This is an optimization exercise on Yosys and OpenROAD, whose aim is small area, a short achievable clock period and few clock cycles, not a production implementation.
At most, simulation tests tie the RTL to the original design; equivalence was not proved.
No activity file was given, so power comes from the tool's default toggle rates.

==> run a: inputs <==
==> flow/design.v <==
module ep_bitacc #(
    parameter ERR_W = 8
) (
    input  wire             clk,
    input  wire             rst,           
    input  wire             cmd_valid,
    output wire             cmd_ready,
    input  wire [39:0]      cmd_word,
    output wire             out_valid,
    output wire [7:0]       out_data,
    input  wire             out_ready,
    input  wire             out_err,
    input  wire [ERR_W-1:0] out_err_code,
    output wire             err_flag,
    output wire [ERR_W-1:0] err_code
);
    reg [39:0]      acc;         
    reg [2:0]       p;           
    reg [2:0]       k;           
    reg             busy;        
    reg [1:0]       z;           
    reg             err_flag_r;
    reg [ERR_W-1:0] err_code_r;
    wire [1:0]  op    = cmd_word[39:38];
    wire        is_wr = (op == 2'b00);
    wire        is_tr = (op == 2'b10);
    wire [5:0]  w     = cmd_word[37:32];
    wire [31:0] v     = cmd_word[31:0];
    wire [7:0] tm  = ~(8'hFF >> p);              
    wire [7:0] oh  = 8'h80 >> p;                 
    wire [7:0] pend = acc[7:0];
    wire       pnz = (p != 3'd0);
    wire [2:0]  np  = 3'd0 - p;
    wire [2:0]  sh  = np - w[2:0];
    wire [38:0] s1  = sh[0] ? {6'd0, v, 1'd0} : {7'd0, v};
    wire [38:0] s2  = sh[1] ? {s1[36:0], 2'd0} : s1;
    wire [38:0] vs  = sh[2] ? {s2[34:0], 4'd0} : s2;
    wire [3:0]  lo1 = {1'b0, w[2:0]} + {1'b0, p} - 4'd1;
    wire        cy  = pnz & lo1[3];
    wire [2:0]  wh  = w[5:3];
    wire [4:0] sel;
    genvar gi;
    generate
        for (gi = 0; gi < 5; gi = gi + 1) begin : g_sel
            if (gi == 0)
                assign sel[gi] = (wh == 3'd0) & ~cy;
            else
                assign sel[gi] = cy ? (wh == gi - 1) : (wh == gi);
        end
    endgenerate
    reg [39:0] ld;
    integer i, b;
    always @* begin
        ld = {1'b0, vs};
        for (i = 0; i < 5; i = i + 1)
            for (b = 0; b < 8; b = b + 1)
                if (sel[i] & tm[b])
                    ld[8*i + b] = pend[b];
        if (!is_wr)
            ld[7:0] = (pend & tm) | (is_tr ? oh : 8'd0);
    end
    wire [3:0] lo  = {1'b0, w[2:0]} + {1'b0, p};
    wire       owes  = is_wr ? ((wh != 3'd0) | lo[3]) : (is_tr | pnz);
    wire [2:0] p_new = is_wr ? lo[2:0] : 3'd0;
    wire [2:0] k_new = !is_wr ? 3'd0 :
                       pnz    ? wh + {2'd0, cy} :
                                wh - {2'd0, w[2:0] == 3'd0};
    reg [7:0] byte_k;
    always @* begin
        case (k)
            3'd0:    byte_k = acc[7:0];
            3'd1:    byte_k = acc[15:8];
            3'd2:    byte_k = acc[23:16];
            3'd3:    byte_k = acc[31:24];
            default: byte_k = acc[39:32];
        endcase
    end
    wire hi_zero = (byte_k[7:2] == 6'd0);
    wire stuff   = z[1] & hi_zero;
    wire is_zero = hi_zero & (byte_k[1:0] == 2'd0);
    wire last    = (k == {2'd0, pnz});
    assign cmd_ready = !busy && !rst;
    assign out_valid = busy && !rst;
    assign out_data  = {byte_k[7:2], byte_k[1:0] | {2{stuff}}};
    assign err_flag  = err_flag_r;
    assign err_code  = err_code_r;
    always @(posedge clk) begin
        if (rst) begin
            busy       <= 1'b0;
            p          <= 3'd0;
            z          <= 2'd0;
            err_flag_r <= 1'b0;
        end else if (busy) begin
            if (out_ready) begin
                if (out_err) begin
                    err_flag_r <= 1'b1;
                    err_code_r <= out_err_code;
                    busy       <= 1'b0;
                end else if (stuff) begin
                    z <= 2'd0;
                end else begin
                    z <= {z[0] & is_zero, is_zero};
                    if (last) busy <= 1'b0;
                    else      k    <= k - 3'd1;
                end
            end
        end else if (cmd_valid) begin
            acc  <= ld;
            p    <= p_new;
            k    <= k_new;
            busy <= owes & !err_flag_r;
        end
    end
endmodule
==> flow/run.sh <==
#!/bin/bash
# synth_recipe.tcl (not shown) runs the flow's synth.tcl, then flattens the netlist and writes it again
# the make line also repeats each setting of config.mk as NAME=value (left out here)
make -C /OpenROAD-flow-scripts/flow DESIGN_CONFIG=/design/flow/config.mk WORK_HOME=/design/flow/orfs CLKGATE_MAP_FILE= SYNTH_SCRIPT=/design/flow/synth_recipe.tcl finish
==> flow/config.mk <==
export PLATFORM = sky130hd
export DESIGN_NAME = ep_bitacc
export DESIGN_NICKNAME = ep_bitacc
export VERILOG_FILES = /design/flow/design.v
export SDC_FILE = /design/flow/constraint.sdc
export NUM_CORES = 4
export LEC_CHECK = 0
export CAP_MARGIN = 20
export CORE_MARGIN = 2
export CORE_UTILIZATION = 40
export SLEW_MARGIN = 20
==> flow/constraint.sdc <==
create_clock -name core_clock -period 5.5 [get_ports {clk}]
set_input_delay 1.1000 -clock core_clock [delete_from_list [all_inputs] [get_ports {clk}]]
set_output_delay 1.1000 -clock core_clock [all_outputs]
set_load 0.01 [all_outputs]
==> inputs of run b, as changes to run a <==
==> flow/design.v, changed modules only <==
module ep_bitacc #(
    parameter ERR_W = 8
) (
    input  wire             clk,
    input  wire             rst,           
    input  wire             cmd_valid,
    output wire             cmd_ready,
    input  wire [39:0]      cmd_word,
    output wire             out_valid,
    output wire [7:0]       out_data,
    input  wire             out_ready,
    input  wire             out_err,
    input  wire [ERR_W-1:0] out_err_code,
    output wire             err_flag,
    output wire [ERR_W-1:0] err_code
);
    reg [31:0]      v;           
    reg [7:0]       pb;          
    reg [2:0]       pc;          
    reg [2:0]       pn;          
    reg [2:0]       f;           
    reg [4:0]       kh;          
    reg             first;       
    reg             busy;        
    reg [1:0]       z;           
    reg             err_flag_r;
    wire [1:0]  op    = cmd_word[39:38];
    wire        is_wr = (op == 2'b00);
    wire        is_tr = (op == 2'b10);
    wire [5:0]  w_eff = is_wr ? cmd_word[37:32] : {5'd0, is_tr};
    wire [5:0]  len   = {3'd0, pn} + w_eff;
    wire [5:0]  lm1   = len - 6'd1;
    wire        owes  = is_wr ? (len[5:3] != 3'd0) : (len != 6'd0);
    wire [46:0] vy = {8'd0, v, 7'd0};
    wire [14:0] win = ({15{kh[0]}} & vy[14:0])  | ({15{kh[1]}} & vy[22:8]) |
                      ({15{kh[2]}} & vy[30:16]) | ({15{kh[3]}} & vy[38:24]) |
                      ({15{kh[4]}} & vy[46:32]);
    wire [14:0] wf1 = f[2] ? win[14:4] : win[10:0];
    wire [14:0] wf2 = f[1] ? wf1[10:2] : wf1[8:0];
    wire [7:0]  ext = f[0] ? wf2[8:1]  : wf2[7:0];
    wire [7:0]  tm  = first ? ~(8'hFF >> pc) : 8'h00;
    wire [7:0]  byte_raw = (ext & ~tm) | (pb & tm);
    wire hi_zero = (byte_raw[7:2] == 6'd0);
    wire stuff   = z[1] & hi_zero;
    wire is_zero = hi_zero & (byte_raw[1:0] == 2'd0);
    wire last    = (pn != 3'd0) ? kh[1] : kh[0];
    wire accept  = !busy && cmd_valid && !err_flag_r;
    wire fail    = busy && out_ready && out_err;
    assign cmd_ready = !busy && !rst;
    assign out_valid = busy && !rst;
    assign out_data  = {byte_raw[7:2], byte_raw[1:0] | {2{stuff}}};
    assign err_flag  = err_flag_r;
    assign err_code  = pb;
    always @(posedge clk) begin
        if (accept) begin
            v     <= {cmd_word[31:1], cmd_word[0] | is_tr};
            pb    <= byte_raw;
            pc    <= pn;
            f     <= lm1[2:0];
            kh    <= 5'd1 << lm1[5:3];
            first <= 1'b1;
        end else if (fail) begin
            pb    <= out_err_code;
        end else if (busy && out_ready && !stuff) begin
            first <= 1'b0;
            kh    <= kh >> 1;
        end
    end
    always @(posedge clk) begin
        if (rst) begin
            busy       <= 1'b0;
            pn         <= 3'd0;
            z          <= 2'd0;
            err_flag_r <= 1'b0;
        end else if (busy) begin
            if (out_ready) begin
                if (out_err) begin
                    err_flag_r <= 1'b1;
                    busy       <= 1'b0;
                end else if (stuff) begin
                    z <= 2'd0;
                end else begin
                    z <= {z[0] & is_zero, is_zero};
                    if (last) busy <= 1'b0;
                end
            end
        end else if (accept) begin
            pn   <= is_wr ? len[2:0] : 3'd0;
            busy <= owes;
        end
    end
endmodule
==> flow/flow/run.sh (new file) <==
#!/bin/bash
# Standard ORFS layout, with plain buffers on the ports instead of the
# delay-cell buffers that buffer_ports picks by default.
set -euo pipefail
export BUFFER_PORTS_ARGS="-buffer_cell sky130_fd_sc_hd__buf_2"
bash standard.sh > standard.log 2>&1
==> flow/standard.sh (new file) <==
#!/bin/bash
# synth_recipe.tcl (not shown) runs the flow's synth.tcl, then flattens the netlist and writes it again
# the make line also repeats each setting of config.mk as NAME=value (left out here)
make -C /OpenROAD-flow-scripts/flow DESIGN_CONFIG=/design/flow/config.mk WORK_HOME=/design/flow/orfs CLKGATE_MAP_FILE= SYNTH_SCRIPT=/design/flow/synth_recipe.tcl "${@:-finish}"
- SETUP_SLACK_MARGIN: default -> 2.0
removed: flow/run.sh
==> comparison table <==
quantity                                                    run a           run b
Clock-pin slew on the worst setup and hold paths          0.05 ns         0.06 ns
# nets final                                                  642             456
Count of placed standard cells including taps                 711             457
Largest net degree at the start of global routing              44              26
GRT met3 Usage                                              5.61%           4.48%
Result of the run                                  finished clean  finished clean
Flop2flop setup slack                                     1.61 ns         2.40 ns
Part of the cycle the worst path needs                      84.5%           72.1%
Detailed-routed wire length on met2                       6.69 mm         3.61 mm
Buffers excl. clock                                            76             105
Initial Util                                                40.9%           41.1%
Synth Area in XOR/XNOR                                      1.79%           1.94%
Clock network fraction of design power                      35.4%           32.6%
Post-layout util                                            49.5%           53.9%
Testbench counts of run b, summed over its fixed seeds: cycles 16,983.
No functional check of the RTL was part of run a.

========
==> delta: inputs <==
RTL: the design.v shown in full above, as it stands there.
clock: 5.5 ns
lec_check: 0
cap_margin: 20
core_margin: 2
core_utilization: 40
slew_margin: 20
standard.sh (not shown) runs the stock make flow with config.mk's settings and CLKGATE_MAP_FILE= SYNTH_SCRIPT=/design/flow/synth_recipe.tcl, a recipe that flattens the netlist after the stock synthesis.
==> flow/flow/run.sh <==
#!/bin/bash
# Standard ORFS layout, with plain buffers on the ports instead of the
# delay-cell buffers that buffer_ports picks by default.
set -euo pipefail
export BUFFER_PORTS_ARGS="-buffer_cell sky130_fd_sc_hd__buf_2"
bash standard.sh > standard.log 2>&1
==> willow (differences from delta) <==
==> flow/design.v, changed modules only <==
module ep_bitacc #(
    parameter ERR_W = 8
) (
    input  wire             clk,
    input  wire             rst,           
    input  wire             cmd_valid,
    output wire             cmd_ready,
    input  wire [39:0]      cmd_word,
    output wire             out_valid,
    output wire [7:0]       out_data,
    input  wire             out_ready,
    input  wire             out_err,
    input  wire [ERR_W-1:0] out_err_code,
    output wire             err_flag,
    output wire [ERR_W-1:0] err_code
);
    reg [31:0]      v;           
    reg [7:0]       pb;          
    reg [2:0]       pc;          
    reg [2:0]       pn;          
    reg [2:0]       f;           
    reg [4:0]       kh;          
    reg             first;       
    reg             busy;        
    reg [1:0]       z;           
    reg             err_flag_r;
    wire [1:0]  op    = cmd_word[39:38];
    wire        is_wr = (op == 2'b00);
    wire        is_tr = (op == 2'b10);
    wire [5:0]  w_eff = is_wr ? cmd_word[37:32] : {5'd0, is_tr};
    wire [5:0]  len   = {3'd0, pn} + w_eff;
    wire [5:0]  lm1   = len - 6'd1;
    wire        owes  = is_wr ? (len[5:3] != 3'd0) : (len != 6'd0);
    wire [46:0] vy = {8'd0, v, 7'd0};
    wire [14:0] win = ({15{kh[0]}} & vy[14:0])  | ({15{kh[1]}} & vy[22:8]) |
                      ({15{kh[2]}} & vy[30:16]) | ({15{kh[3]}} & vy[38:24]) |
                      ({15{kh[4]}} & vy[46:32]);
    wire [14:0] wf1 = f[2] ? win[14:4] : win[10:0];
    wire [14:0] wf2 = f[1] ? wf1[10:2] : wf1[8:0];
    wire [7:0]  ext = f[0] ? wf2[8:1]  : wf2[7:0];
    wire [7:0]  tm  = first ? ~(8'hFF >> pc) : 8'h00;
    wire [7:0]  byte_raw = (ext & ~tm) | (pb & tm);
    wire hi_zero = (byte_raw[7:2] == 6'd0);
    wire stuff   = z[1] & hi_zero;
    wire is_zero = hi_zero & (byte_raw[1:0] == 2'd0);
    wire last    = (pn != 3'd0) ? kh[1] : kh[0];
    wire accept  = !busy && cmd_valid && !err_flag_r;
    wire fail    = busy && out_ready && out_err;
    assign cmd_ready = !busy && !rst;
    assign out_valid = busy && !rst;
    assign out_data  = {byte_raw[7:2], byte_raw[1:0] | {2{stuff}}};
    assign err_flag  = err_flag_r;
    assign err_code  = pb;
    always @(posedge clk) begin
        if (accept) begin
            v     <= {cmd_word[31:1], cmd_word[0] | is_tr};
            pb    <= byte_raw;
            pc    <= pn;
            f     <= lm1[2:0];
            kh    <= 5'd1 << lm1[5:3];
            first <= 1'b1;
        end else if (fail) begin
            pb    <= out_err_code;
        end else if (busy && out_ready && !stuff) begin
            first <= 1'b0;
            kh    <= kh >> 1;
        end
    end
    always @(posedge clk) begin
        if (rst) begin
            busy       <= 1'b0;
            pn         <= 3'd0;
            z          <= 2'd0;
            err_flag_r <= 1'b0;
        end else if (busy) begin
            if (out_ready) begin
                if (out_err) begin
                    err_flag_r <= 1'b1;
                    busy       <= 1'b0;
                end else if (stuff) begin
                    z <= 2'd0;
                end else begin
                    z <= {z[0] & is_zero, is_zero};
                    if (last) busy <= 1'b0;
                end
            end
        end else if (accept) begin
            pn   <= is_wr ? len[2:0] : 3'd0;
            busy <= owes;
        end
    end
endmodule
==> flow/flow/run.sh (replaced) <==
#!/bin/bash
# Standard ORFS layout, with plain buffers on the ports instead of the
# delay-cell buffers that buffer_ports picks by default.
set -euo pipefail
export BUFFER_PORTS_ARGS="-buffer_cell sky130_fd_sc_hd__buf_1"
bash standard.sh > standard.log 2>&1
SETUP_SLACK_MARGIN = 1.4   (was default)
==> notes <==
- delta completed without violations. willow produced a clean layout.
- Against willow, the via count of delta is higher by about 70%.
- Of willow and delta, delta has the higher clock-buffer cell count (gap 1).
- In willow the maximum frequency is higher than in delta, by 3.3%.
- Between willow and delta, the lower sequential power is in delta (gap 6.4%, measured against delta).
- Between willow and delta, the lower worst hold slack is in delta (gap 0.00086 ns).
- Between willow and delta, the lower clock skew is in delta (gap 0.0023 ns).
- Of delta and willow, willow has the higher register-to-register slack (gap 0.65 ns).
- In critical path depth, willow and delta do not differ.
- Of willow and delta, delta has the higher final area (gap 30%, measured against delta).
- Against delta, the clock power of willow is smaller by about 33%.
Testbench counts of willow, summed over its fixed seeds: cycles 16,983.
Only the layout flow was run in delta; the RTL was not checked for function there.

-- static timing again, ports no longer ideal --
No port has a modelled driver above. Below, the same layouts with a new extraction and two added sets of constraints. Step 1, drivers: a clkbuf_16 drives clk and a buf_2 each remaining input, both assumed. Step 2 times the ports against the registers' clock, not the clock port: input delays grow and output delays shrink by t, the midpoint of the rising clock arrivals with the driver on. Slacks: ideal / step 1 / step 2; pairs: ideal / step 1.
run	t, ns	slack for setup (ns)	worst setup path after step 2	clock arrival spread, ns
run a	0.372	0.854 / 0.813 / 0.873	input to register	0.010 / 0.009
run b	0.377	1.532 / 1.500 / 1.876	register to output	0.009 / 0.009
delta	0.373	1.299 / 1.259 / 1.274	input to register	0.008 / 0.008
willow	0.377	1.435 / 1.403 / 1.552	input to register	0.010 / 0.011
After both steps setup and hold are still met in every run listed. For delta, which loses most, drivers alone change the setup slack by -0.040 ns; drivers and shift together by -0.025 ns.
